From an optimization exercise on the open Yosys and OpenROAD flow, aimed at small area; shortcuts taken in it are not production practice. Function was checked by simulation only, so behaviour that the tests miss may differ from the original. Power figures rest on the tool's default switching activity, not on a simulated workload. The clock port is modelled as an ideal driver; clocking choices that lean on that would not hold on a real chip.

### config.mk
export PLATFORM = sky130hd
export DESIGN_NAME = trap_dispatcher
export DESIGN_NICKNAME = trap_dispatcher
export VERILOG_FILES = /design/flow/design.v
export SDC_FILE = /design/flow/constraint.sdc
export NUM_CORES = 4
export LEC_CHECK = 0
export CAP_MARGIN = 20
export CORE_MARGIN = 2
export CORE_UTILIZATION = 40
export SLEW_MARGIN = 20
### constraint.sdc
create_clock -name core_clock -period 10.0 [get_ports {clk}]
set_input_delay 2.0000 -clock core_clock [delete_from_list [all_inputs] [get_ports {clk}]]
set_output_delay 2.0000 -clock core_clock [all_outputs]
set_load 0.01 [all_outputs]
### design.v
module trap_dispatcher (
    input  wire        clk,
    input  wire        rst,
    input  wire        cmd_valid,
    input  wire [7:0]  cmd_code,
    input  wire [31:0] cmd_a0,
    input  wire [31:0] cmd_a1,
    input  wire [31:0] cmd_a2,
    output wire        rsp_valid,
    output wire [1:0]  rsp_status,
    output wire [31:0] rsp_r0,
    output wire        co_valid,
    output wire [31:0] co_fn,
    output wire [31:0] co_ctx,
    output wire [15:0] co_opcode,
    output wire [31:0] co_pc,
    output wire [15:0] fault
);
    localparam [1:0] ST_OK    = 2'd0;
    localparam [1:0] ST_FAIL  = 2'd1;
    localparam [1:0] ST_FAULT = 2'd2;
    reg  [1:0]  ph;
    reg         busy;
    reg         c_legal;       
    reg  [1:0]  c_op;          
    reg  [31:0] h0;            
    reg  [31:0] h1;            
    reg  [1:0]  hf;            
    reg         trap_init;
    reg         f0, f5, f7, f8, f9;
    reg  [4:0]  fhead;         
    reg  [5:0]  fcnt;          
    wire op_init = c_op == 2'd0;
    wire op_bind = c_op == 2'd1;
    wire op_free = c_op == 2'd2;
    wire op_disp = c_op == 2'd3;
    wire [4:0] slot = op_bind ? fhead : h0[4:0];
    wire       rsp  = busy & (ph == slot[1:0]);
    wire [65:0] head [0:7];
    wire [65:0] rd = head[slot[4:2]];
    wire [31:0] rd_fn  = rd[31:0];
    wire [31:0] rd_ctx = rd[63:32];
    wire [1:0]  rd_fl  = rd[65:64];
    wire        bound  = |rd_fn;
    wire g_illegal = ~c_legal;
    wire g_noinit  = c_legal & ~op_init & ~trap_init;
    wire g_ok      = c_legal & trap_init;
    wire g_nullfn  = g_ok & op_bind & (h0 == 32'd0);
    wire g_full    = g_ok & op_bind & (fcnt == 6'd0);
    wire g_bind    = g_ok & op_bind & ~g_nullfn & ~g_full;
    wire g_badslot = g_ok & op_free & (h0[31:5] != 27'd0);
    wire g_dfree   = g_ok & op_free & ~g_badslot & ~bound;
    wire g_free    = g_ok & op_free & ~g_badslot & bound;
    wire g_hit     = g_ok & op_disp & (h0[11:5] == 7'd0) & bound;
    wire g_release = g_free | (g_hit & rd_fl[0]);
    wire g_init    = c_legal & op_init;
    wire is_fault  = g_illegal | g_noinit | g_nullfn | g_badslot | g_dfree;
    wire wr_slot   = rsp & (g_bind | g_release);
    wire wr_all    = busy & g_init;
    wire [31:0] wd_fn   = op_bind ? h0 : 32'd0;
    wire [4:0]  wd_link = op_bind ? h1[4:0] : fhead;
    genvar r;
    generate
        for (r = 0; r < 8; r = r + 1) begin : g_ring
            reg  [65:0] e0, e1, e2, e3;
            wire [4:0]  init_link = r * 4 + ph + 1;
            wire        we = wr_all | (wr_slot & (slot[4:2] == r));
            wire [65:0] wd = {hf, h1[31:5], (g_init ? init_link : wd_link), wd_fn};
            always @(posedge clk) begin
                e0 <= e1;
                e1 <= e2;
                e2 <= e3;
                e3 <= we ? wd : e0;
            end
            assign head[r] = e0;
        end
    endgenerate
    always @(posedge clk) begin
        if (rst) begin
            ph        <= 2'd0;
            busy      <= 1'b0;
            trap_init <= 1'b0;
            f0 <= 1'b0; f5 <= 1'b0; f7 <= 1'b0; f8 <= 1'b0; f9 <= 1'b0;
        end else begin
            ph <= ph + 2'd1;
            if (rsp) begin
                busy <= 1'b0;
                if (g_illegal) f0 <= 1'b1;
                if (g_nullfn)  f5 <= 1'b1;
                if (g_noinit)  f7 <= 1'b1;
                if (g_badslot) f8 <= 1'b1;
                if (g_dfree)   f9 <= 1'b1;
                if (g_init) begin
                    trap_init <= 1'b1;
                    fhead     <= 5'd0;
                    fcnt      <= 6'd32;
                end
                if (g_bind) begin
                    fhead <= rd_ctx[4:0];
                    fcnt  <= fcnt - 6'd1;
                end
                if (g_release) begin
                    fhead <= slot;
                    fcnt  <= fcnt + 6'd1;
                end
            end
            if (cmd_valid) begin
                busy    <= 1'b1;
                c_legal <= cmd_code[7:2] == 6'b010000;
                c_op    <= cmd_code[1:0];
                h0      <= {cmd_a0[31:2], (cmd_code[1:0] == 2'd0) ? ph : cmd_a0[1:0]};
                h1      <= cmd_code[1] ? cmd_a1 : cmd_a2;
                hf      <= cmd_a1[1:0];
            end
        end
    end
    assign rsp_valid  = rsp;
    assign rsp_status = is_fault ? ST_FAULT : g_full ? ST_FAIL : ST_OK;
    assign rsp_r0     = g_full ? 32'hFFFF_FFFF :
                        g_bind ? {27'd0, slot} :
                        g_hit  ? {30'd0, rd_fl[1], ~rd_fl[1]} : 32'd0;
    assign co_valid   = rsp & g_hit;
    assign co_fn      = rd_fn;
    assign co_ctx     = rd_ctx;
    assign co_opcode  = h0[15:0];
    assign co_pc      = h1;
    assign fault = {6'd0,
                    f9 | (rsp & g_dfree),
                    f8 | (rsp & g_badslot),
                    f7 | (rsp & g_noinit),
                    1'b0,
                    f5 | (rsp & g_nullfn),
                    4'd0,
                    f0 | (rsp & g_illegal)};
endmodule
### run.sh
#!/bin/bash
# synth_recipe.tcl (not shown) runs the flow's synth.tcl, then flattens the netlist and writes it again
# the make line also repeats each setting of config.mk as NAME=value (left out here)
make -C /OpenROAD-flow-scripts/flow DESIGN_CONFIG=/design/flow/config.mk WORK_HOME=/design/flow/orfs CLKGATE_MAP_FILE= SYNTH_SCRIPT=/design/flow/synth_recipe.tcl finish
==> results.toml, run 1 <==
[drt]
wl_um = 135500
firstDrtPassIters = 18
drt.antenna.violating_nets = 0
drt_iter0_drc = 2047
drc = 0
routedWlPerCell_um = 21.70
vias = 29430
viasPerCell = 4.711

[sta]
period_needed_ps = 8811
max_freq_mhz = 113.5
relSlewSlack_pct = 23.00
min_period_over_period_pct = 88.11
finalWorstSetupSlack_ps = 1189
worstMarginPinSlew_ps = 1155
whs_ps = 298.8
grt_setup_unrepaired = "false"
tns_ps = 0
skew_ps = 46.77
finalHoldViolations = 0
setup_viol = 0
report.final.slew_viol_count = 0

[clock_tree]
cts_buffers = 204
path_clk_slew_ps = 70
cts-root-buf = "clkbuf_16"
post_cts_resized = 0
clock_sink_count = 2201
htree_levels = 4
clk_latency_ps = 820
cts_tree = "built"
postCtsSetupBuffers = 0
cts_buffer_depth = 3
holdBufCountCts = 0

[finish]
num-fill-cells = 12470
syn2layout_area_growth_pct = 19.17
multi_input_area_sq_mm = 0.01167
fin_nets = 4275
regArea_sq_mm = 0.04486
drive_gt1_share_pct = 19.98

[global_route]
antenna_found_initial = 4
use_met1_pct = 26.18
grt_pass1_vias = 29220
gr-usage-met2_pct = 26.95
grt_overflow = 0
grt_pass1_wl_um = 196800
grt_max_degree = 53
grt_use_met3_pct = 3.862
top_usage_layer = "met2"
grt_usage_pct = 18.15

[min_path]
worstHoldStart = "g_ring[7].e1[39]$_DFF_P_"
hp-class = "reg -> reg"
hold_depth = 0

[yosys]
synth_most_common_cell = "dfxtp_1"
netlist.area_leader.share_pct = 73.30
yosysWarningCount = 1
yosysTopAreaCell = "dfxtp_1"
async_reset_ff_share_pct = 0
synth_area_sq_mm = 0.05793
ys_ff_latch = 2201
syn_inst = 3906
synth-edff-count = 80
synth_area_leaders = "dfxtp_1 73%, mux2_2 8.8%, edfxtp_1 4.1%"
postSynthAreaPerCell_sq_um = 14.83
ys.flop_type = "dfxtp_1"
seq_area_frac_synth_pct = 77.44
synth_common_cells = "2121 x dfxtp_1, 451 x mux2_2, 175 x nand2_1, 111 x a21oi_1, 108 x o21ai_0"
synth_cell_type_count = 68

[power_and_ir_drop]
powerDensity_mw_per_mm2 = 279.8
p_total_mw = 19.32
max-vdd-ir-drop_uv = 183.1
p_leak_nw = 27.82

[floorplan]
die_h_um = 384.6
die-area_sq_mm = 0.1479
coreArea_sq_mm = 0.1437
num_io_pins = 271
placementRows = 139
chipWidth_um = 384.6
start_util_pct = 40.33

[placement]
portBuffers = 259
dpl_worst_slack_ps = 1846
dpl.hpwl_um = 82650
gp_congestion = 0.8569

[worst_setup_path]
worstPathArrival_ps = 6810
r2r-start = "c_op[0]$_DFFE_PP_"
worstPathRequired_ps = 8000
cp-startpoint = "c_op[0]$_DFFE_PP_"
r2r_cells = 16
crit_path_end_kind = "primary output"
r2r_slack_ps = 2980
cp-start-kind = "flop"
worstSetupPathType = "reg -> out"
cp_max_fo = 52

[flow_run]
drv_cap = 0

[status]
status = "no timing/DRC/antenna violations"
registers in the layout, indices dropped and copies added, names as in the netlist:
signal,flops
g_ring.e3,528
fcnt,6
fhead,5
h1,32
g_ring.e0,528
ph,2
f8,1
c_legal,1
trap_init,1
hf,2
g_ring.e1,528
f9,1
h0,32
f5,1
g_ring.e2,528
f7,1
busy,1
f0,1
c_op,2
report_power, final:
part / switching (mW) / leakage, nW / internal (mW)
combinational: 0.530 / 6.12 / 0.482
clock: 3.32 / 3.47 / 4.61
sequential: 0.397 / 18.2 / 9.97
total: 4.25 / 27.8 / 15.1
cell usage in the layout (no fill, tap or decap), types with 19 or more instances in the layout:
cell type,synthesis,layout
clkinv_2,0,35
a22oi_1,66,66
nand3_1,32,32
buf_4,98,49
clkdlybuf4s50_1,0,258
o21ai_0,108,105
a222oi_1,19,19
and2_1,37,35
mux2_1,107,107
nor2_1,64,63
dfxtp_1,2121,2121
mux2_2,451,451
o22a_1,30,30
clkbuf_16,0,211
clkbuf_1,101,47
nand2_1,175,174
clkbuf_8,0,32
a21oi_1,111,111
edfxtp_1,80,80
final timing paths:
| path | to |
|---|---|
| hold / removal | g_ring[7].e0[39]$_DFF_P_ |
| hold reg to reg | g_ring[7].e0[39]$_DFF_P_ |
| setup reg to reg | g_ring[3].e3[50]$_DFF_P_ |
| setup / recovery | fault[9] |
cell families (layout without fill, tap and decap cells):
logic type | after synthesis | count (layout) | share of synthesized area [%]
flip-flops | 2201 | 2201 | 77.44
buffers and inverters | 283 | 706 | 2.832
multiplexers | 582 | 582 | 11.28
AO/OA/AOI/OAI | 445 | 445 | 5.063
other | 1 | 15 | 0.006473
adder cells (fa/ha/maj) | 3 | 3 | 0.06480
XOR/XNOR | 4 | 4 | 0.06049
AND/OR/NAND/NOR | 387 | 387 | 3.255
layer usage:
layer | share of wire, % | vias up
met2 | 43 | 953
met5 | 0 | -
met1 | 48 | 14460
met4 | 2.5 | 0
li1 | - | 13790
met3 | 7.2 | 223
through the flow:
stage | area [sq um] | instances | util (%)
2_1_floorplan | 57970 | 3916 | -
6_report | 69040 | 6246 | 48.06
4_1_cts | 68990 | 6241 | 48.03
5_1_grt | 69030 | 6242 | 48.05
3_3_place_gp | 61940 | 5861 | 43.11
3_5_place_dp | 61940 | 5861 | 43.11
worst max-delay path, cell delays in order, from the launching register on:
cell	delay (ps)
edfxtp_1	540
nor2b_4	230
buf_4	640
mux2i_4	340
buf_4	510
nand2_4	470
o21ai_0	320
o21ai_0	140
or4_1	610
nor4_4	560
nand3_1	420
o41ai_1	510
clkdlybuf4s50_1	620
final cells by class:
cell class	count	area share, %
flip-flops and latches	2201	64.98
multi-input cells	1432	16.90
clock buffers	290	8.541
repair buffers	310	4.350
well taps	1903	3.449
clock inverters	90	1.678
inverters	16	0.08699
diodes	4	0.01450
==> inputs of run 2 (changes only) <==
==> flow/run.sh (new file) <==
#!/bin/bash
# Standard layout with three changes:
#  - synthesis is the standard one with an area-oriented ABC mapping script
#    (strash; dch -f; map -a). Every other synthesis step is unchanged, so
#    the registers are the standard synthesis's (checked below; if they
#    differ, the standard netlist is used instead);
#  - the port buffers use the smallest buffer (buf_1);
#  - CTS builds larger sink clusters and inserts no dummy loads.
set -euo pipefail
W=$PWD
R=$W/orfs/results/sky130hd/trap_dispatcher/base

# Standard synthesis, kept to check the registers against
bash standard.sh synth > synth_standard.log 2>&1
cp $R/1_2_yosys.v $W/standard_1_2_yosys.v
cp $R/1_synth.odb $W/standard_1_synth.odb

# Same synthesis, area-oriented ABC script
rm -rf $W/scripts_area
cp -r "$FLOW_HOME/scripts" $W/scripts_area
printf 'strash\ndch -f\nmap -a\ntopo\n' > $W/scripts_area/abc_speed.script
rm -f $R/1_2_yosys.v $R/1_synth.odb
bash standard.sh SCRIPTS_DIR=$W/scripts_area synth > synth_area.log 2>&1

if ! python3 flow/regs.py $W/standard_1_2_yosys.v $R/1_2_yosys.v > regs_check.log 2>&1; then
  echo "registers differ: using the standard netlist" >> regs_check.log
  cp $W/standard_1_2_yosys.v $R/1_2_yosys.v
  cp $W/standard_1_synth.odb $R/1_synth.odb
fi

bash standard.sh \
  BUFFER_PORTS_ARGS="-buffer_cell sky130_fd_sc_hd__buf_1" \
  CTS_ARGS="-sink_clustering_enable -repair_clock_nets -dont_use_dummy_load -sink_clustering_size 30 -sink_clustering_max_diameter 70" \
  finish > layout.log 2>&1
==> flow/regs.py (new file) <==
"""Compare the registers (instance name and cell type) of two Yosys netlists.
Exit 0 if they are the same, 1 otherwise."""
import re
import sys


def regs(path):
    text = open(path).read()
    out = set()
    for m in re.finditer(r"^\s*(sky130_fd_sc_hd__\w+)\s+(\S+)\s*\(", text, re.M):
        cell, name = m.group(1), m.group(2)
        base = cell[len("sky130_fd_sc_hd__"):]
        if re.match(r"(s?e?df|dl)", base):
            out.add((re.sub(r"_\d+$", "", base), name))
    return out


a, b = regs(sys.argv[1]), regs(sys.argv[2])
print(f"registers: {len(a)} standard, {len(b)} area-mapped, {len(a ^ b)} differ")
sys.exit(0 if a == b and a else 1)
==> standard.sh (new file) <==
#!/bin/bash
# synth_recipe.tcl (not shown) runs the flow's synth.tcl, then flattens the netlist and writes it again
# the make line also repeats each setting of config.mk as NAME=value (left out here)
make -C /OpenROAD-flow-scripts/flow DESIGN_CONFIG=/design/flow/config.mk WORK_HOME=/design/flow/orfs CLKGATE_MAP_FILE= SYNTH_SCRIPT=/design/flow/synth_recipe.tcl "${@:-finish}"
--- a/config.mk
+++ b/config.mk
@@ -7,5 +7,5 @@
 export LEC_CHECK = 0
 export CAP_MARGIN = 20
 export CORE_MARGIN = 2
-export CORE_UTILIZATION = 40
+export CORE_UTILIZATION = 70
 export SLEW_MARGIN = 20
removed: run.sh
==> run 2 against run 1 <==
Effect of this change:
- still clean
- synthesized cell count increased by 6.5%
- non-clock buffer count decreased by 5
- hold slack got worse by 10 ps
- via count decreased by 0.39%
- setup slack improved by 680 ps
==> results.toml, run 2 <==
[status]
status = "no timing/DRC/antenna violations"

[finish]
multi_input_area_sq_mm = 0.009016
syn2layout_area_growth_pct = 7.897
antenna_cells = 0
mostFrequentLayoutCell = "dfxtp_1"
regArea_sq_mm = 0.04486
num-fill-cells = 5104
fin_nets = 4587
final_util_pct = 76.17
layout_common_cells = "2121 x dfxtp_1, 787 x nand2_1, 547 x o21ai_0"
drive_gt1_share_pct = 4.737

[yosys]
seq_area_frac_synth_pct = 82.17
synthAdderAreaFrac_pct = 0.06875
synth_most_common_cell = "dfxtp_1"
syn_inst = 4159
synth_area_sq_mm = 0.05460
synth_cell_type_count = 31
yosys.area_share.simple_pct = 7.056
synthMuxAreaShare_pct = 0.7196
netlist.area_leader.share_pct = 77.77
synth_top_family_by_area = "compound AO/OA/AOI/OAI gates"
synth_common_cells = "2121 x dfxtp_1, 787 x nand2_1, 547 x o21ai_0, 129 x a22oi_1, 85 x clkinv_1"
postSynthAreaPerCell_sq_um = 13.13
synth_compound_area_share_pct = 8.168
async_reset_ff_share_pct = 0
ys.flop_type = "dfxtp_1"
synth-edff-count = 80
yosysWarningCount = 1
ys_ff_latch = 2201
yosysTopAreaCell = "dfxtp_1"
synth_area_leaders = "dfxtp_1 78%, nand2_1 5.4%, o21ai_0 5.0%"
synthXorXnorAreaFrac_pct = 0.09625

[drt]
routedWlPerCell_um = 19.80
wl_um = 109200
viasPerCell = 5.315
met3WireLength_um = 5433
firstDrtPassIters = 5
drt.antenna.violating_nets = 0
drc = 0
highest_layer = "met5"
drt_iter0_drc = 2250
wl_met2_um = 48590
wl_met1_um = 52630
vias = 29310

[min_path]
worstHoldStart = "g_ring[1].e2[57]$_DFF_P_"
hp-class = "reg -> reg"

[floorplan]
die-area_sq_mm = 0.08024
placementRows = 102
die_h_um = 283.3
num_io_pins = 271
chipWidth_um = 283.3
start_util_pct = 70.59
coreArea_sq_mm = 0.07734

[worst_setup_path]
path_common_cell = "clkinv_1"
crit_path_cell_trace = "clkinv_1 > nor2_4 > clkinv_1 > nor2_1 > nor2_1 > clkinv_1 > nand2_1 > nor2_4 > buf_4 > a22oi_1 > nand4_1 > nor4_1 > nand4_1 > or2_2 > nand2_1 > o311ai_0 > buf_1"
crit_path_end_kind = "primary output"
cp-start-kind = "flop"
cp_max_fo = 26
worstPathArrival_ps = 6130
cp-startpoint = "c_op[0]$_DFFE_PP_"
critPathBufInv = 5
worstSetupPathType = "reg -> out"
r2r-start = "c_op[0]$_DFFE_PP_"
slowest_stage = "nor2_4"
critPathTopFamily = "simple AND/OR/NAND/NOR gates"
slowest_delay_ps = 840
worstPathRequired_ps = 8000

[sta]
setup_viol = 0
relSlewSlack_pct = 27.82
finalHoldViolations = 0
min_period_over_period_pct = 81.29
max_freq_mhz = 123.0
period_needed_ps = 8129
skew_ps = 48.86
report.final.slew_viol_count = 0
worstMarginPinSlew_ps = 1080
tns_ps = 0
grt_setup_unrepaired = "false"

[clock_tree]
holdBufCountCts = 0
cts_buffer_depth = 3
cts-root-buf = "clkbuf_16"
clock_sink_count = 2201
post_cts_resized = 0
htree_levels = 3
cts_buffers = 83
path_clk_slew_ps = 110
cts_tree = "built"
postCtsSetupBuffers = 0
clk_latency_ps = 670

[global_route]
grt_pass1_vias = 28800
antenna_found_initial = 2
grt_overflow = 0
grt_pass1_wl_um = 167400
grt_usage_pct = 27.06
grt_max_degree = 107

[placement]
portBuffers = 259
gp_congestion = 0.8624
dpl.hpwl_um = 64790

[flow_run]
drv_cap = 0

[power_and_ir_drop]
p_leak_nw = 22.95
powerDensity_mw_per_mm2 = 252.6
max-vdd-ir-drop_uv = 219.6
-- run 2: changes by cell type in the layout (fill, tap and decap cells not counted), moves of 46 or more --
cell / change
a22oi_1: +63
o21ai_0: +442
nand2_1: +613
mux2_2: -417
mux2_1: -107
buf_1: +258
clkbuf_1: -47
clkinv_1: +79
a21oi_1: -76
clkdlybuf4s50_1: -258
clkbuf_16: -128
nand4_1: +46
-- run 2: path summary, 6_finish.rpt --
path	end	cells past startpoint	slack [ps]
setup reg to reg	g_ring[2].e3[1]$_DFF_P_	22	2870
hold / removal	g_ring[1].e1[57]$_DFF_P_	0	290
hold reg to reg	g_ring[1].e1[57]$_DFF_P_	0	290
setup / recovery	rsp_r0[1]	17	1870
-- run 2: cell type report --
type	instances	area share (%)
flip-flops and latches	2201	76.16
multi-input cells	1801	15.31
clock buffers	83	3.526
well taps	1040	2.209
repair buffers	305	2.260
inverters	85	0.5416
-- run 2: routing by layer --
layer / vias to the layer above / track usage [%]
met5: - / 0
met1: 14100 / 40.42
met3: 164 / 3.607
li1: 14310 / -
met4: 4 / 7.288
met2: 739 / 42.05
-- run 2: stage by stage --
| stage | hold WS (ps) | total power [mW] | setup WS, ps | cells | instance area [sq um] |
|---|---|---|---|---|---|
| floorplan | 309.6 | 10.77 | 58.99 | 4169 | 54640 |
| global placement | 309.5 | 11.13 | 2985 | 5432 | 56830 |
| detailed placement | 312.1 | 11.18 | 2844 | 5432 | 56830 |
| CTS | 291.5 | 14.95 | 2116 | 5515 | 58910 |
| global route | 290.5 | 15.43 | 1648 | 5515 | 58910 |
| finish | 288.4 | 14.88 | 1871 | 5515 | 58910 |
-- run 2: kinds of logic after synthesis --
logic type                 after synthesis
muxes                                   35
other                                    1
xor gates and xnor gates                 6
adders and majority gates                3
buffers and inverters                  167
DFF                                   2201
AOI/OAI and AO/OA                      777
and+or+nand+nor                        969
-- run 2: where the power goes --
| group | leakage, nW | switching, mW | internal (mW) | total [mW] |
|---|---|---|---|---|
| registers | 18.2 | 0.365 | 9.93 | 10.3 |
| logic | 3.72 | 0.486 | 0.224 | 0.710 |
| clock network | 1.02 | 2.38 | 1.50 | 3.88 |
==> inputs of run 3 (changes only) <==
--- a/flow/run.sh
+++ b/flow/run.sh
@@ -30,5 +30,5 @@
 
 bash standard.sh \
   BUFFER_PORTS_ARGS="-buffer_cell sky130_fd_sc_hd__buf_1" \
-  CTS_ARGS="-sink_clustering_enable -repair_clock_nets -dont_use_dummy_load -sink_clustering_size 30 -sink_clustering_max_diameter 70" \
+  CTS_ARGS="-sink_clustering_enable -repair_clock_nets -dont_use_dummy_load -sink_clustering_size 25 -sink_clustering_max_diameter 60" \
   finish > layout.log 2>&1
==> run 3 against run 2 <==
Effect of this change:
- combinational power hardly changed
- flip-flop and latch count is the same
- clock power grew 11%
- synthesized cell count stayed put
- largest cell class unchanged
- register-to-register slack worse by 50 ps
- non-clock buffer count did not move
- hold slack improved by 9.5 ps
- fmax rose by 1.1%
- via count is 1.1% higher
- highest routed layer unchanged
- clock skew shrank 7.8 ps
==> results.toml, run 3 <==
[sta]
skew_ps = 41.05
max_freq_mhz = 124.4
relSlewSlack_pct = 27.55
period_needed_ps = 8041
whs_ps = 297.9
setup_viol = 0
grt_setup_unrepaired = "false"
finalHoldViolations = 0
tns_ps = 0
min_period_over_period_pct = 80.41
finalWorstSetupSlack_ps = 1959
report.final.slew_viol_count = 0
worstMarginPinSlew_ps = 1087

[yosys]
synth_area_sq_mm = 0.05460
ys_ff_latch = 2201
synth_area_leaders = "dfxtp_1 78%, nand2_1 5.4%, o21ai_0 5.0%"
synth_cell_type_count = 31
ys.flop_type = "dfxtp_1"
postSynthAreaPerCell_sq_um = 13.13
syn_inst = 4159
seq_area_frac_synth_pct = 82.17
yosysWarningCount = 1
synth_most_common_cell = "dfxtp_1"
netlist.area_leader.share_pct = 77.77
yosysTopAreaCell = "dfxtp_1"
async_reset_ff_share_pct = 0
synth_common_cells = "2121 x dfxtp_1, 787 x nand2_1, 547 x o21ai_0, 129 x a22oi_1, 85 x clkinv_1"
synth-edff-count = 80

[global_route]
grt_overflow = 0
grt_max_degree = 107
use_met1_pct = 40.76
grt_pass1_vias = 29210
grt_usage_pct = 27.50
grt_pass1_wl_um = 170100
gr-usage-met2_pct = 42.88
grt_use_met3_pct = 3.881
top_usage_layer = "met2"
antenna_found_initial = 1

[clock_tree]
cts_buffer_depth = 3
cts_tree = "built"
clk_latency_ps = 680
path_clk_slew_ps = 90
post_cts_resized = 0
htree_levels = 3
clock_sink_count = 2201
cts_buffers = 103
cts-root-buf = "clkbuf_16"
holdBufCountCts = 0
postCtsSetupBuffers = 0

[worst_setup_path]
crit_path_cell_trace = "clkinv_1 > nor2_4 > clkinv_1 > nor2_1 > nor2_1 > clkinv_1 > nand2_1 > nor2_4 > buf_4 > a22oi_1 > nand4_1 > nor4_1 > nand4_1 > or2_2 > nand2_1 > o311ai_0 > buf_1"
path_common_cell = "clkinv_1"
crit_path_end_kind = "primary output"
critPathTopFamily = "simple AND/OR/NAND/NOR gates"
slowest_delay_ps = 830
r2r_slack_ps = 2820
worstPathRequired_ps = 8000
r2r_cells = 22
slowest_stage = "nor2_4"
r2r-start = "c_op[0]$_DFFE_PP_"
worstSetupPathType = "reg -> out"
worstPathArrival_ps = 6040
reg2reg_to = "g_ring[2].e3[13]$_DFF_P_"
cp_max_fo = 26
cp-start-kind = "flop"
critPathBufInv = 5

[placement]
place_area_sq_mm = 0.05683
gp_congestion = 0.8624
portBuffers = 259
dpl_worst_slack_ps = 2844
dp_cells = 5432
dpl.hpwl_um = 64790

[min_path]
min_to = "g_ring[2].e2[28]$_DFF_P_"
worstHoldStart = "g_ring[2].e3[28]$_DFF_P_"
hp-class = "reg -> reg"
hold_depth = 0

[floorplan]
num_io_pins = 271
chipWidth_um = 283.3
coreArea_sq_mm = 0.07734
placementRows = 102
die_h_um = 283.3
start_util_pct = 70.59
die-area_sq_mm = 0.08024

[finish]
fin_cells = 5535
fin_nets = 4607
drive_gt1_share_pct = 5.161
layout_common_cells = "2121 x dfxtp_1, 787 x nand2_1, 547 x o21ai_0"
final_util_pct = 76.82
stdcell_area_sq_mm = 0.05941
antenna_cells = 0
syn2layout_area_growth_pct = 8.814
mostFrequentLayoutCell = "dfxtp_1"
num-fill-cells = 5004

[power_and_ir_drop]
powerDensity_mw_per_mm2 = 257.7
max-vdd-ir-drop_uv = 226.2
p_leak_nw = 23.19
p_total_mw = 15.31

[drt]
routedWlPerCell_um = 20.05
viasPerCell = 5.353
firstDrtPassIters = 5
drc = 0
drt.antenna.violating_nets = 0
vias = 29630
wl_um = 111000
drt_iter0_drc = 2262

[status]
status = "no timing/DRC/antenna violations"

[flow_run]
drv_cap = 0
## run 3: cell counts after synthesis
Identical to the previous run, type by type.
## run 3: how the worst max path moves through the flow
stage,from,end,slack (ps),cells after the start
3_3_place_gp,c_op[0]$_DFFE_PP_,rsp_r0[1],2990,17
2_1_floorplan,c_op[0]$_DFFE_PP_,g_ring[7].e3[0]$_DFF_P_,60,20
5_1_grt,c_op[0]$_DFFE_PP_,rsp_r0[1],1660,17
6_report,c_op[0]$_DFFE_PP_,rsp_r0[1],1960,17
3_5_place_dp,c_op[0]$_DFFE_PP_,rsp_r0[1],2840,17
4_1_cts,c_op[0]$_DFFE_PP_,rsp_r0[1],2110,17
## run 3: metal layers
| metal | share of wire, % | wire, um |
|---|---|---|
| met5 | 0.0090 | 10 |
| met1 | 48 | 52930 |
| met3 | 5.1 | 5710 |
| met4 | 2.6 | 2852 |
| met2 | 45 | 49460 |
## run 3: logic make-up after synthesis
family	Yosys count	synth area share, %
flip-flops	2201	82.17
XOR/XNOR	6	0.09625
adder cells (fa/ha/maj)	3	0.06876
other	1	0.006869
multiplexers	35	0.7196
AND/OR/NAND/NOR	969	7.056
AO/OA/AOI/OAI	777	8.168
buffers and inverters	167	1.712
## run 3: worst reg2reg max path, stage by stage (launching register included)
cell	delay (ps)
edfxtp_1	370
clkinv_1	150
nor2_4	460
clkinv_1	380
nor2_1	170
nor2_1	80
nand2_1	180
nor2_4	210
buf_4	320
a22o_2	250
a21oi_1	200
nand4_1	180
nor4_1	820
nand4_1	270
or2_2	470
nand2_1	300
clkinv_1	140
nor2_1	180
nor2_1	60
buf_4	220
a21oi_4	740
buf_4	700
o21ai_0	200
## run 3: power breakdown
part | switching [mW] | internal, mW
clock | 2.47 | 1.84
combinational | 0.488 | 0.225
sequential | 0.369 | 9.93
total | 3.33 | 12.0
## run 3: area by class of cell
class | count | area [sq um] | area share, %
well taps | 1040 | 1301 | 2.190
inverters | 85 | 319.1 | 0.5371
flip-flops and latches | 2201 | 44860 | 75.52
multi-input cells | 1801 | 9016 | 15.18
clock buffers | 103 | 2577 | 4.339
repair buffers | 305 | 1331 | 2.241
==> inputs of run 4 (changes only) <==
--- a/flow/run.sh
+++ b/flow/run.sh
@@ -1,7 +1,7 @@
 #!/bin/bash
 # Standard layout with three changes:
 #  - synthesis is the standard one with an area-oriented ABC mapping script
-#    (strash; dch -f; map -a). Every other synthesis step is unchanged, so
+#    (strash; dch -f; map -a, twice). Every other synthesis step is unchanged, so
 #    the registers are the standard synthesis's (checked below; if they
 #    differ, the standard netlist is used instead);
 #  - the port buffers use the smallest buffer (buf_1);
@@ -18,7 +18,7 @@
 # Same synthesis, area-oriented ABC script
 rm -rf $W/scripts_area
 cp -r "$FLOW_HOME/scripts" $W/scripts_area
-printf 'strash\ndch -f\nmap -a\ntopo\n' > $W/scripts_area/abc_speed.script
+printf 'strash\ndch -f\nmap -a\nstrash\ndch -f\nmap -a\ntopo\n' > $W/scripts_area/abc_speed.script
 rm -f $R/1_2_yosys.v $R/1_synth.odb
 bash standard.sh SCRIPTS_DIR=$W/scripts_area synth > synth_area.log 2>&1
 
--- a/config.mk
+++ b/config.mk
@@ -7,5 +7,5 @@
 export LEC_CHECK = 0
 export CAP_MARGIN = 20
 export CORE_MARGIN = 2
-export CORE_UTILIZATION = 70
+export CORE_UTILIZATION = 85
 export SLEW_MARGIN = 20
==> run 4 against run 3 <==
Effect of this change:
- hold slack lost 38 ps
- global-route usage grew 16 points
- highest routed layer is now met4
- critical endpoint is now fault[9]
- utilization grew 16 points
- clock skew grew 19 ps
- critical path type unchanged
- largest power group unchanged
- register-to-register slack lost 430 ps
==> results.toml, run 4 <==
[status]
status = "no timing/DRC/antenna violations"

[clock_tree]
holdBufCountCts = 0
clk_latency_ps = 700
cts_buffers = 98
cts_tree = "built"
path_clk_slew_ps = 90
htree_levels = 3
postCtsSetupBuffers = 0
cts-root-buf = "clkbuf_16"
clock_sink_count = 2201
cts_buffer_depth = 3
post_cts_resized = 0

[drt]
drc = 0
drt.antenna.violating_nets = 0
firstDrtPassIters = 8
vias = 33490
routedWlPerCell_um = 28.22
drt_iter0_drc = 4201
wl_um = 145700
viasPerCell = 6.487

[placement]
dpl.hpwl_um = 73070
portBuffers = 259
place_area_sq_mm = 0.05617
gp_congestion = 0.8876

[sta]
tns_ps = 0
min_period_over_period_pct = 78.32
grt_setup_unrepaired = "false"
setup_viol = 0
period_needed_ps = 7832
report.final.slew_viol_count = 0
worstMarginPinSlew_ps = 1155
relSlewSlack_pct = 22.30
skew_ps = 60.07
max_freq_mhz = 127.7
finalHoldViolations = 0

[worst_setup_path]
worstPathArrival_ps = 5830
cp-start-kind = "flop"
crit_path_cell_trace = "clkinv_1 > nor2_4 > buf_4 > nand2_1 > o21ai_0 > clkinv_1 > nand2_1 > nor2_4 > buf_4 > a22oi_1 > nand4_1 > nor4_1 > nand4_1 > or2_2 > nor2_1 > nand2_1 > nand2_1 > buf_1"
crit_path_end_kind = "primary output"
path_common_cell = "nand2_1"
worstPathRequired_ps = 8000
slowest_stage = "nor4_1"
slowest_delay_ps = 950
critPathBufInv = 5
cp_max_fo = 46
worstSetupPathType = "reg -> out"
critPathTopFamily = "simple AND/OR/NAND/NOR gates"

[yosys]
synth_most_common_cell = "dfxtp_1"
postSynthAreaPerCell_sq_um = 13.56
synth-edff-count = 80
seq_area_frac_synth_pct = 82.74
synthMuxAreaShare_pct = 0.7061
synthAdderAreaFrac_pct = 0.06923
synth_compound_area_share_pct = 9.071
async_reset_ff_share_pct = 0
syn_inst = 3998
synthXorXnorAreaFrac_pct = 0.1131
yosysWarningCount = 1
yosysTopAreaCell = "dfxtp_1"
synth_top_family_by_area = "compound AO/OA/AOI/OAI gates"
ys.flop_type = "dfxtp_1"
synth_area_sq_mm = 0.05422
synth_common_cells = "2121 x dfxtp_1, 617 x nand2_1, 546 x o21ai_0, 252 x a22oi_1, 82 x buf_4"
yosys.area_share.simple_pct = 5.672
synth_area_leaders = "dfxtp_1 78%, o21ai_0 5.0%, edfxtp_1 4.4%"
netlist.area_leader.share_pct = 78.31
ys_ff_latch = 2201
synth_cell_type_count = 29

[global_route]
grt_overflow = 0
grt_usage_pct = 43.73
grt_max_degree = 123
grt_pass1_wl_um = 216000
grt_pass1_vias = 35200
antenna_found_initial = 1

[power_and_ir_drop]
max-vdd-ir-drop_uv = 240.9
powerDensity_mw_per_mm2 = 266.6
p_leak_nw = 22.70

[finish]
drive_gt1_share_pct = 4.450
syn2layout_area_growth_pct = 8.296
fin_nets = 4427
layout_common_cells = "2121 x dfxtp_1, 617 x nand2_1, 545 x o21ai_0"
stdcell_area_sq_mm = 0.05872
mostFrequentLayoutCell = "dfxtp_1"

[floorplan]
coreArea_sq_mm = 0.06308
num_io_pins = 271
die-area_sq_mm = 0.06583
die_h_um = 256.6
chipWidth_um = 256.6
placementRows = 92
start_util_pct = 85.95

[min_path]
hp-class = "reg -> reg"

[flow_run]
drv_cap = 0
[run 4: final timing paths]
check | start | to | slack [ps] | depth (start not counted)
worst min-delay path | g_ring[3].e1[58]$_DFF_P_ | g_ring[3].e0[58]$_DFF_P_ | 260 | 0
worst max-delay path | c_op[0]$_DFFE_PP_ | fault[9] | 2170 | 18
worst max register to register | c_op[0]$_DFFE_PP_ | g_ring[2].e3[27]$_DFF_P_ | 2390 | 23
worst min register to register | g_ring[3].e1[58]$_DFF_P_ | g_ring[3].e0[58]$_DFF_P_ | 260 | 0
[run 4: metrics by stage]
step / setup slack [ps] / util (%) / hold slack, ps / power, mW / cells
after global placement: 3080 / 89.05 / 309.5 / 11.18 / 5060
after global routing: 1981 / 93.08 / 273.9 / 15.98 / 5161
after floorplan: 436.3 / - / 309.6 / 10.82 / 4008
after detailed placement: 2648 / 89.05 / 312.1 / 11.32 / 5060
final: 2168 / 93.09 / 259.6 / 15.65 / 5163
after CTS: 2096 / 92.94 / 261.5 / 15.55 / 5158
[run 4: final cells by class]
class | instances | area (sq um)
Tap cell | 846 | 1059
Sequential cell | 2201 | 44860
Fill cell | 1735 | 4362
Timing Repair Buffer | 291 | 1380
Clock buffer | 98 | 2452
Multi-Input combinational cell | 1655 | 8697
Inverter | 70 | 262.8
Antenna cell | 2 | 5.005
[run 4: cell families (layout without fill, tap and decap cells)]
logic type / count (synthesis) / count (layout)
DFF: 2201 / 2201
AOI/OAI and AO/OA: 843 / 843
and+or+nand+nor: 757 / 757
buffers and inverters: 152 / 459
muxes: 34 / 34
xor gates and xnor gates: 7 / 7
adders and majority gates: 3 / 3
other: 1 / 13
[run 4: where the power goes]
group / internal (mW) / total [mW] / switching [mW]
registers: 9.98 / 10.5 / 0.520
clock network: 1.76 / 4.32 / 2.56
logic: 0.228 / 0.840 / 0.612
total: 12.0 / 15.7 / 3.69
[run 4: worst register-to-register path, delay by kind of cell (launching register included)]
kind            cells  cell delay [ps]
simple gates       12             3210
buf+inv             7             2200
compound gates      4             1690
flops               1              410
[run 4: metal layers]
layer / global-route usage, % / wire length, um / share of wire [%] / up-vias
met5: 0 / 0 / 0 / -
met4: 26.73 / 10560 / 7.2 / 0
li1: - / - / - / 13960
met1: 53.64 / 49990 / 34 / 16120
met3: 9.421 / 15460 / 11 / 748
met2: 71.61 / 69700 / 48 / 2665
==> inputs of run 5 (changes only) <==
--- a/flow/run.sh
+++ b/flow/run.sh
@@ -30,5 +30,5 @@
 
 bash standard.sh \
   BUFFER_PORTS_ARGS="-buffer_cell sky130_fd_sc_hd__buf_1" \
-  CTS_ARGS="-sink_clustering_enable -repair_clock_nets -dont_use_dummy_load -sink_clustering_size 25 -sink_clustering_max_diameter 60" \
+  CTS_ARGS="-sink_clustering_enable -repair_clock_nets -dont_use_dummy_load -sink_clustering_size 30 -sink_clustering_max_diameter 70" \
   finish > layout.log 2>&1
==> run 5 against run 4 <==
Effect of this change:
- still clean
- non-clock buffer count is 1 higher
- clock skew is 2.0 ps lower
- die area stayed put
- sequential power hardly changed
- power is 1.8% lower
- critical path type unchanged
- critical endpoint is now rsp_status[0]
==> results.toml, run 5 <==
[status]
status = "no timing/DRC/antenna violations"

[drt]
vias = 33760
drt.antenna.violating_nets = 0
drc = 0
firstDrtPassIters = 8
routedWlPerCell_um = 28.47
wl_um = 146500
drt_iter0_drc = 4460
viasPerCell = 6.558

[finish]
layout_common_cells = "2121 x dfxtp_1, 617 x nand2_1, 545 x o21ai_0"
drive_gt1_share_pct = 4.185
fin_nets = 4413
mostFrequentLayoutCell = "dfxtp_1"
syn2layout_area_growth_pct = 7.617
stdcell_area_sq_mm = 0.05835
num-fill-cells = 1906

[min_path]
hp-class = "reg -> reg"

[power_and_ir_drop]
p_leak_nw = 22.51
power_switching_mw = 3.656
p_comb_share_pct = 5.5
p_total_mw = 15.37
internal-power_mw = 11.72
powerDensity_mw_per_mm2 = 263.4
switching_share_pct = 23.79
max-vdd-ir-drop_uv = 226.2
clkPwrFrac_pct = 26.2
power_frac_seq_pct = 68.3

[sta]
period_needed_ps = 8295
min_period_over_period_pct = 82.95
tns_ps = 0
report.final.slew_viol_count = 0
relSlewSlack_pct = 3.106
skew_ps = 58.08
grt_setup_unrepaired = "false"
finalHoldViolations = 0
finalWorstSetupSlack_ps = 1706
worstMarginPinSlew_ps = 1441
setup_viol = 0
whs_ps = 278.3
max_freq_mhz = 120.6

[worst_setup_path]
crit_path_end_kind = "primary output"
cp_max_fo = 46
worstPathArrival_ps = 6290
worstSetupPathType = "reg -> out"
worstPathRequired_ps = 8000
cp-start-kind = "flop"

[yosys]
ys.flop_type = "dfxtp_1"
yosysTopAreaCell = "dfxtp_1"
synth_area_leaders = "dfxtp_1 78%, o21ai_0 5.0%, edfxtp_1 4.4%"
postSynthAreaPerCell_sq_um = 13.56
yosysWarningCount = 1
ys_ff_latch = 2201
syn_inst = 3998
synth_area_sq_mm = 0.05422
synth_most_common_cell = "dfxtp_1"
synth_cell_type_count = 29
seq_area_frac_synth_pct = 82.74
netlist.area_leader.share_pct = 78.31
async_reset_ff_share_pct = 0
synth_common_cells = "2121 x dfxtp_1, 617 x nand2_1, 546 x o21ai_0, 252 x a22oi_1, 82 x buf_4"
synth-edff-count = 80

[clock_tree]
cts_buffers = 83
holdBufCountCts = 0
postCtsSetupBuffers = 0
htree_levels = 3
cts-root-buf = "clkbuf_16"
cts_tree = "built"
clock_sink_count = 2201
cts_buffer_depth = 3
clk_latency_ps = 680
path_clk_slew_ps = 110
post_cts_resized = 0

[floorplan]
placementRows = 92
coreArea_sq_mm = 0.06308
die-area_sq_mm = 0.06583
num_io_pins = 271
chipWidth_um = 256.6
start_util_pct = 85.95
die_h_um = 256.6

[flow_run]
drv_cap = 0

[global_route]
antenna_found_initial = 3
grt_pass1_wl_um = 210600
grt_pass1_vias = 34680
grt_usage_pct = 42.46
grt_overflow = 0
grt_max_degree = 123

[placement]
dpl_worst_slack_ps = 2648
gp_congestion = 0.8876
dpl.hpwl_um = 73070
portBuffers = 259
place_area_sq_mm = 0.05617
## run 5: cell counts after synthesis
No cell type changed its count.
## run 5: layout make-up
cell class                 instances  area, sq um  share of cell area [%]
antenna                            1        2.502                0.004289
clock buffer                      83         2077                   3.559
inverter                          70        262.8                  0.4503
multi-input combinational       1655         8710                   14.93
sequential                      2201        44860                   76.88
tap                              846         1059                   1.814
timing repair buffer             292         1378                   2.361
## run 5: final timing paths
check | start | to | slack, ps | cells past startpoint
min | g_ring[5].e1[62]$_DFF_P_ | g_ring[5].e0[62]$_DFF_P_ | 280 | 0
min reg2reg | g_ring[5].e1[62]$_DFF_P_ | g_ring[5].e0[62]$_DFF_P_ | 280 | 0
max | c_op[0]$_DFFE_PP_ | rsp_status[0] | 1710 | 17
max reg2reg | c_op[0]$_DFFE_PP_ | g_ring[2].e3[27]$_DFF_P_ | 1990 | 23
## run 5: power groups by stage
stage               logic, mW  clock network (mW)  registers [mW]
finish                  0.838                4.03            10.5
floorplan               0.432                   0            10.4
global placement        0.674                   0            10.5
global route            0.876                4.25            10.6
CTS                     0.792                3.95            10.5
detailed placement      0.733                   0            10.6
## run 5: worst max-delay path: stages, from the launching register on
cell and delay [ps]:
edfxtp_1 430, clkinv_1 190, nor2_4 120, buf_4 550
nand2_1 130, o21ai_0 300, clkinv_1 280, nand2_1 270
nor2_4 210, buf_4 380, a22oi_1 320, nand4_1 420
nor4_1 800, nand4_1 190, or2_2 490, o221ai_1 300
nor2_1 90, buf_1 140
## run 5: through the flow
stage | util (%) | instances
6_report | 92.50 | 5148
5_1_grt | 92.50 | 5147
4_1_cts | 92.34 | 5143
3_5_place_dp | 89.05 | 5060
3_3_place_gp | 89.05 | 5060
2_1_floorplan | - | 4008
## run 5: routing by layer
layer / track usage [%] / up-vias / part of all wire [%]
met4: 26.81 / 2 / 7.9
met2: 68.93 / 2741 / 47
li1: - / 13960 / -
met1: 52.89 / 16210 / 34
met3: 8.294 / 849 / 11
met5: 0 / - / 0.0082
## run 5: kinds of logic after synthesis
| family | synth area share, % |
|---|---|
| compound gates | 9.071 |
| fa+ha+maj | 0.06924 |
| other cells | 0.006916 |
| mux | 0.7061 |
| simple gates | 5.672 |
| xor+xnor | 0.1131 |
| buf+inv | 1.620 |
| flops | 82.74 |
==> inputs of run 6 (changes only) <==
--- a/design.v
+++ b/design.v
@@ -28,13 +28,12 @@
     reg  [1:0]  hf;            
     reg         trap_init;
     reg         f0, f5, f7, f8, f9;
-    reg  [4:0]  fhead;         
-    reg  [5:0]  fcnt;          
+    reg  [5:0]  fhead;         
     wire op_init = c_op == 2'd0;
     wire op_bind = c_op == 2'd1;
     wire op_free = c_op == 2'd2;
     wire op_disp = c_op == 2'd3;
-    wire [4:0] slot = op_bind ? fhead : h0[4:0];
+    wire [4:0] slot = op_bind ? fhead[4:0] : h0[4:0];
     wire       rsp  = busy & (ph == slot[1:0]);
     wire [65:0] head [0:7];
     wire [65:0] rd = head[slot[4:2]];
@@ -46,7 +45,7 @@
     wire g_noinit  = c_legal & ~op_init & ~trap_init;
     wire g_ok      = c_legal & trap_init;
     wire g_nullfn  = g_ok & op_bind & (h0 == 32'd0);
-    wire g_full    = g_ok & op_bind & (fcnt == 6'd0);
+    wire g_full    = g_ok & op_bind & fhead[5];
     wire g_bind    = g_ok & op_bind & ~g_nullfn & ~g_full;
     wire g_badslot = g_ok & op_free & (h0[31:5] != 27'd0);
     wire g_dfree   = g_ok & op_free & ~g_badslot & ~bound;
@@ -58,14 +57,14 @@
     wire wr_slot   = rsp & (g_bind | g_release);
     wire wr_all    = busy & g_init;
     wire [31:0] wd_fn   = op_bind ? h0 : 32'd0;
-    wire [4:0]  wd_link = op_bind ? h1[4:0] : fhead;
+    wire [5:0]  wd_link = op_bind ? h1[5:0] : fhead;
     genvar r;
     generate
         for (r = 0; r < 8; r = r + 1) begin : g_ring
             reg  [65:0] e0, e1, e2, e3;
-            wire [4:0]  init_link = r * 4 + ph + 1;
+            wire [5:0]  init_link = r * 4 + ph + 1;
             wire        we = wr_all | (wr_slot & (slot[4:2] == r));
-            wire [65:0] wd = {hf, h1[31:5], (g_init ? init_link : wd_link), wd_fn};
+            wire [65:0] wd = {hf, h1[31:6], (g_init ? init_link : wd_link), wd_fn};
             always @(posedge clk) begin
                 e0 <= e1;
                 e1 <= e2;
@@ -92,16 +91,13 @@
                 if (g_dfree)   f9 <= 1'b1;
                 if (g_init) begin
                     trap_init <= 1'b1;
-                    fhead     <= 5'd0;
-                    fcnt      <= 6'd32;
+                    fhead     <= 6'd0;
                 end
                 if (g_bind) begin
-                    fhead <= rd_ctx[4:0];
-                    fcnt  <= fcnt - 6'd1;
+                    fhead <= rd_ctx[5:0];
                 end
                 if (g_release) begin
-                    fhead <= slot;
-                    fcnt  <= fcnt + 6'd1;
+                    fhead <= {1'b0, slot};
                 end
             end
             if (cmd_valid) begin
==> run 6 against run 5 <==
Effect of this change:
- power fell by 0.89%
- synthesized cell count fell by 0.70%
- via count fell by 3.3%
- highest routed layer unchanged
- fmax rose by 0.18%
- register-to-register slack improved by 40 ps
- setup slack improved by 15 ps
- hold slack got worse by 17 ps
- cell count fell by 0.41%
- largest cell class unchanged
==> results.toml, run 6 <==
[placement]
dp_cells = 5039
gp_congestion = 0.8871
dpl.hpwl_um = 71790
portBuffers = 259
place_area_sq_mm = 0.05585

[yosys]
postSynthAreaPerCell_sq_um = 13.58
netlist.area_leader.share_pct = 78.76
async_reset_ff_share_pct = 0
seq_area_frac_synth_pct = 82.94
synth-edff-count = 75
ys_ff_latch = 2196
yosysTopAreaCell = "dfxtp_1"
synth_most_common_cell = "dfxtp_1"
synth_area_sq_mm = 0.05391
syn_inst = 3970
synth_common_cells = "2121 x dfxtp_1, 609 x nand2_1, 546 x o21ai_0, 245 x a22oi_1, 81 x buf_4"
synth_area_leaders = "dfxtp_1 79%, o21ai_0 5.1%, nand2_1 4.2%"
synth_cell_type_count = 28
yosysWarningCount = 1
ys.flop_type = "dfxtp_1"

[drt]
drt_iter0_drc = 4065
firstDrtPassIters = 6
drc = 0
wl_um = 138500
routedWlPerCell_um = 27.01
viasPerCell = 6.365
drt.antenna.violating_nets = 0
vias = 32630

[global_route]
grt_max_degree = 105
grt_pass1_vias = 34210
grt_pass1_wl_um = 206400
antenna_found_initial = 1
grt_usage_pct = 41.86
grt_overflow = 0

[finish]
stdcell_area_sq_mm = 0.05801
layout_common_cells = "2121 x dfxtp_1, 609 x nand2_1, 546 x o21ai_0"
drive_gt1_share_pct = 4.346
syn2layout_area_growth_pct = 7.610
final_util_pct = 92.30
num-fill-cells = 2017
regArea_sq_mm = 0.04471
fin_cells = 5127
fin_nets = 4390
multi_input_area_sq_mm = 0.008543
mostFrequentLayoutCell = "dfxtp_1"

[clock_tree]
post_cts_resized = 0
holdBufCountCts = 0
cts_buffer_depth = 3
path_clk_slew_ps = 110
clock_sink_count = 2196
htree_levels = 3
postCtsSetupBuffers = 0
cts_buffers = 83
clk_latency_ps = 680
cts-root-buf = "clkbuf_16"
cts_tree = "built"

[sta]
grt_setup_unrepaired = "false"
max_freq_mhz = 120.8
setup_viol = 0
tns_ps = 0
finalHoldViolations = 0
skew_ps = 59.91
period_needed_ps = 8280
worstMarginPinSlew_ps = 1167
min_period_over_period_pct = 82.80
report.final.slew_viol_count = 0
relSlewSlack_pct = 21.52

[floorplan]
placementRows = 92
chipWidth_um = 255.8
die-area_sq_mm = 0.06545
coreArea_sq_mm = 0.06285
num_io_pins = 271
die_h_um = 255.8
start_util_pct = 85.77

[worst_setup_path]
crit_path_end_kind = "primary output"
worstSetupPathType = "reg -> out"
reg2reg_to = "g_ring[6].e3[22]$_DFF_P_"
worstPathRequired_ps = 8000
cp_max_fo = 26
r2r-start = "c_op[0]$_DFFE_PP_"
worstPathArrival_ps = 6280
r2r_cells = 22
r2r_slack_ps = 2030
cp-start-kind = "flop"

[status]
status = "no timing/DRC/antenna violations"

[min_path]
hold_depth = 0
worstHoldStart = "g_ring[7].e2[61]$_DFF_P_"
min_to = "g_ring[7].e1[61]$_DFF_P_"
hp-class = "reg -> reg"

[flow_run]
drv_cap = 0

[power_and_ir_drop]
powerDensity_mw_per_mm2 = 262.6
max-vdd-ir-drop_uv = 284.0
p_leak_nw = 22.41
==> run 6: cell count changes after synthesis, sizes merged, moves of 4 or more <==
cell / delta
nand2: -8
xor2: -4
edfxtp: -5
nor2: +4
nor4: -6
clkinv: -4
a22oi: -7
==> run 6: cell type report <==
| class | count | share of cell area [%] |
|---|---|---|
| sequential | 2196 | 77.08 |
| multi-input combinational | 1637 | 14.73 |
| clock buffer | 83 | 3.580 |
| timing repair buffer | 298 | 2.362 |
| tap | 846 | 1.825 |
| inverter | 66 | 0.4270 |
| antenna | 1 | 0.004314 |
==> run 6: worst max path at each step <==
stage	start	end	slack [ps]	depth (start not counted)
final	c_op[0]$_DFFE_PP_	rsp_r0[0]	1720	18
after global routing	c_op[0]$_DFFE_PP_	rsp_r0[0]	1770	18
after global placement	c_op[0]$_DFFE_PP_	rsp_r0[0]	3000	18
after floorplan	c_op[0]$_DFFE_PP_	g_ring[7].e3[0]$_DFF_P_	330	13
after detailed placement	c_op[0]$_DFFE_PP_	g_ring[1].e3[53]$_DFF_P_	2510	21
after CTS	c_op[0]$_DFFE_PP_	rsp_r0[0]	2060	18
==> run 6: cells by family after synthesis <==
family                   Yosys count  synth area share (%)
flip-flops                      2196                 82.94
AO/OA/AOI/OAI                    839                 9.066
AND/OR/NAND/NOR                  751                 5.649
buffers and inverters            147                 1.588
multiplexers                      34                0.7102
adder cells (fa/ha/maj)            1               0.02321
other                              1              0.006956
XOR/XNOR                           1               0.01625
==> run 6: per-layer routing <==
layer  wire length (um)  up-vias  global-route usage (%)
met1              49650    15770                   53.41
li1                   -    13860                       -
met5                 12        -                       0
met2              65930     2318                   67.86
met4               8791        2                   23.57
met3              14110      684                   8.358
==> run 6: where the power goes <==
part | internal (mW) | switching [mW] | leakage (nW)
sequential | 9.95 | 0.488 | 18.2
combinational | 0.227 | 0.584 | 3.22
clock | 1.51 | 2.48 | 1.02
==> run 6: worst max-delay path, stage by stage (launching register included) <==
cell,delay (ps)
edfxtp_1,430
clkinv_1,130
nor2_4,360
nand2_1,110
o21ai_0,90
buf_4,220
clkinv_1,360
nor2_4,850
buf_4,470
buf_4,560
a22oi_1,230
nand4_1,250
nor4_1,150
nand4_1,120
nor2_1,100
clkinv_1,100
nand4_1,140
o311ai_0,680
buf_1,240
==> run 6: metrics by stage <==
step                hold slack, ps  power, mW  setup slack (ps)
floorplan                    309.6      10.79             333.9
global placement             309.5      11.13              3001
detailed placement           312.1      11.27              2511
CTS                          264.8      15.15              2060
global route                 259.3      15.59              1774
finish                       261.1      15.23              1720
==> inputs of run 7 (changes only) <==
--- a/flow/run.sh
+++ b/flow/run.sh
@@ -30,5 +30,5 @@
 
 bash standard.sh \
   BUFFER_PORTS_ARGS="-buffer_cell sky130_fd_sc_hd__buf_1" \
-  CTS_ARGS="-sink_clustering_enable -repair_clock_nets -dont_use_dummy_load -sink_clustering_size 30 -sink_clustering_max_diameter 70" \
+  CTS_ARGS="-sink_clustering_enable -repair_clock_nets -dont_use_dummy_load -sink_clustering_size 28 -sink_clustering_max_diameter 60" \
   finish > layout.log 2>&1
--- a/config.mk
+++ b/config.mk
@@ -5,7 +5,7 @@
 export SDC_FILE = /design/flow/constraint.sdc
 export NUM_CORES = 4
 export LEC_CHECK = 0
-export CAP_MARGIN = 20
+export CAP_MARGIN = 5
 export CORE_MARGIN = 2
 export CORE_UTILIZATION = 85
-export SLEW_MARGIN = 20
+export SLEW_MARGIN = 5
==> run 7 against run 6 <==
Effect of this change:
- final area about the same
- register-to-register slack got worse by 60 ps
- first-iteration DRC count decreased by 1.3%
- critical endpoint unchanged
- setup slack improved by 240 ps
- clock-buffer cell count increased by 5
- sequential share of layout area decreased by 0.055 points
- synthesized cell count unchanged
- sequential power about the same
- die area unchanged
- highest routed layer is now met4
- cell count about the same
- combinational power decreased by 2%
==> results.toml, run 7 <==
[status]
status = "no timing/DRC/antenna violations"

[sta]
min_period_over_period_pct = 80.40
grt_setup_unrepaired = "false"
skew_ps = 40.67
setup_viol = 0
whs_ps = 299.7
tns_ps = 0
period_needed_ps = 8040
finalHoldViolations = 0
max_freq_mhz = 124.4
report.final.slew_viol_count = 0
relSlewSlack_pct = 12.44
worstMarginPinSlew_ps = 1313

[worst_setup_path]
r2r-start = "c_op[0]$_DFFE_PP_"
cp_max_fo = 33
worstPathRequired_ps = 8000
r2r_cells = 22
r2r_slack_ps = 1970
reg2reg_to = "g_ring[1].e3[11]$_DFF_P_"
slowest_stage = "nor4_1"
crit_path_end_kind = "primary output"
slowest_delay_ps = 950
cp-start-kind = "flop"
crit_path_cell_trace = "clkinv_1 > nor2_4 > nand2_1 > o21ai_0 > clkinv_1 > nand2_1 > nor2_4 > buf_4 > a22oi_1 > nand4_1 > nor4_1 > nand4_1 > nor2_1 > clkinv_1 > nand4_1 > o311ai_0 > buf_1"
worstPathArrival_ps = 6040
cp-startpoint = "c_op[0]$_DFFE_PP_"
worstSetupPathType = "reg -> out"

[yosys]
synth_area_leaders = "dfxtp_1 79%, o21ai_0 5.1%, nand2_1 4.2%"
synth_most_common_cell = "dfxtp_1"
ys_ff_latch = 2196
yosysWarningCount = 1
netlist.area_leader.share_pct = 78.76
synth_area_sq_mm = 0.05391
synth_common_cells = "2121 x dfxtp_1, 609 x nand2_1, 546 x o21ai_0, 245 x a22oi_1, 81 x buf_4"
seq_area_frac_synth_pct = 82.94
postSynthAreaPerCell_sq_um = 13.58
yosysTopAreaCell = "dfxtp_1"
async_reset_ff_share_pct = 0
synth-edff-count = 75
syn_inst = 3970
synth_cell_type_count = 28
ys.flop_type = "dfxtp_1"

[flow_run]
drv_cap = 0

[floorplan]
placementRows = 92
coreArea_sq_mm = 0.06285
start_util_pct = 85.77
chipWidth_um = 255.8
die-area_sq_mm = 0.06545
die_h_um = 255.8
num_io_pins = 271

[clock_tree]
clock_sink_count = 2196
cts_buffer_depth = 3
post_cts_resized = 0
htree_levels = 3
path_clk_slew_ps = 110
clk_latency_ps = 680
postCtsSetupBuffers = 0
cts_tree = "built"
cts-root-buf = "clkbuf_16"
holdBufCountCts = 0
cts_buffers = 88

[min_path]
hp-class = "reg -> reg"
hold_depth = 0
min_to = "g_ring[6].e1[4]$_DFF_P_"
worstHoldStart = "g_ring[6].e2[4]$_DFF_P_"

[finish]
mostFrequentLayoutCell = "dfxtp_1"
regArea_sq_mm = 0.04471
fin_cells = 5128
layout_common_cells = "2121 x dfxtp_1, 609 x nand2_1, 546 x o21ai_0"
num-fill-cells = 2018
drive_gt1_share_pct = 4.368
fin_nets = 4391
syn2layout_area_growth_pct = 7.687
multi_input_area_sq_mm = 0.008543
final_util_pct = 92.37

[placement]
dpl.hpwl_um = 71790
gp_congestion = 0.8871
portBuffers = 259
dp_cells = 5039

[global_route]
grt_usage_pct = 40.70
grt_max_degree = 105
antenna_found_initial = 1
grt_pass1_vias = 33960
grt_overflow = 0
grt_pass1_wl_um = 201300

[power_and_ir_drop]
max-vdd-ir-drop_uv = 252.5
p_leak_nw = 22.43
powerDensity_mw_per_mm2 = 263.3

[drt]
firstDrtPassIters = 7
viasPerCell = 6.299
drt.antenna.violating_nets = 0
wl_um = 134700
drt_iter0_drc = 4014
vias = 32300
drc = 0
routedWlPerCell_um = 26.28
run 7: cell counts after synthesis:
No cell type changed its count.
run 7: through the flow:
step	cell area, sq um	worst slack, ps	total power, mW
CTS	58050	2181	15.22
global route	58050	1883	15.65
detailed placement	55850	2511	11.27
global placement	55850	3001	11.13
finish	58050	1960	15.29
floorplan	53950	333.9	10.79
run 7: layer usage:
| layer | GRT usage (%) | up-vias | part of all wire, % |
|---|---|---|---|
| li1 | - | 13870 | - |
| met1 | 51.57 | 15560 | 36 |
| met2 | 67.35 | 2242 | 48 |
| met3 | 7.804 | 628 | 9.9 |
| met4 | 21.30 | 0 | 6.1 |
| met5 | 0 | - | 0 |
run 7: critical path, delay by kind of cell (launching register included):
family	cells	cell delay (ps)
flops	1	440
compound gates	3	770
buf+inv	5	1090
simple gates	9	3050
run 7: area by class of cell:
cell class	count	share of cell area, %
flip-flops and latches	2196	77.02
multi-input cells	1637	14.72
clock buffers	88	3.793
repair buffers	294	2.216
well taps	846	1.823
inverters	66	0.4267
diodes	1	0.004311
run 7: worst max path at each step:
stage / endpoint / cells after the start / slack [ps]
final: rsp_r0[0] / 17 / 1960
after global routing: g_ring[1].e3[11]$_DFF_P_ / 21 / 1880
after CTS: rsp_r0[0] / 18 / 2180
after detailed placement: g_ring[1].e3[53]$_DFF_P_ / 21 / 2510
after global placement: rsp_r0[0] / 18 / 3000
after floorplan: g_ring[7].e3[0]$_DFF_P_ / 13 / 330
run 7: cell families (layout without fill, tap and decap cells):
kind of cell	Yosys count	in the layout	synth area share (%)
flops	2196	2196	82.94
compound gates	839	839	9.066
simple gates	751	751	5.649
buf+inv	147	448	1.588
mux	34	34	0.7102
fa+ha+maj	1	1	0.02321
other cells	1	12	0.006956
xor+xnor	1	1	0.01625
run 7: report_power, final:
part           total, mW  switching (mW)  leakage [nW]  internal [mW]
Combinational      0.796           0.572          3.18          0.224
Sequential          10.4           0.479          18.2           9.95
Clock               4.07            2.48          1.08           1.59

==> re-timing with driven ports <==
In the flow no input, the clock included, has a driving cell. The finished layouts below were timed again as built, in two steps.
Step 1: set_driving_cell puts a clkbuf_16 on clk and a buf_2 on each other input, an assumption about the parent block.
Step 2, shift: input delay + t, output delay - t, t = (earliest + latest rising clock arrival at the registers) / 2. This alone moves slack from input paths to output paths.
Three values: ideal ports, drivers, drivers and shift; two values: the first two.
| run | t (ns) | slack for setup (ns) | worst hold slack (ns) | worst setup path at the end | slew at the worst register clock pin (ns) |
|---|---|---|---|---|---|
| run 1 | 0.878 | 1.189 / 1.112 / 1.990 | 0.299 / 0.299 / 0.299 | register to output | 0.07 / 0.07 |
| run 2 | 0.720 | 1.871 / 1.799 / 2.519 | 0.288 / 0.288 / 0.288 | register to output | 0.11 / 0.11 |
| run 3 | 0.730 | 1.959 / 1.890 / 2.620 | 0.298 / 0.298 / 0.298 | register to output | 0.10 / 0.10 |
| run 4 | 0.738 | 2.168 / 2.102 / 2.391 | 0.260 / 0.260 / 0.260 | register to register | 0.10 / 0.10 |
| run 5 | 0.722 | 1.705 / 1.633 / 1.992 | 0.278 / 0.278 / 0.278 | register to register | 0.12 / 0.12 |
| run 6 | 0.721 | 1.720 / 1.649 / 2.032 | 0.261 / 0.261 / 0.261 | register to register | 0.12 / 0.12 |
| run 7 | 0.734 | 1.960 / 1.890 / 1.966 | 0.300 / 0.300 / 0.300 | register to register | 0.11 / 0.11 |
After both steps setup and hold are still met in every run listed.
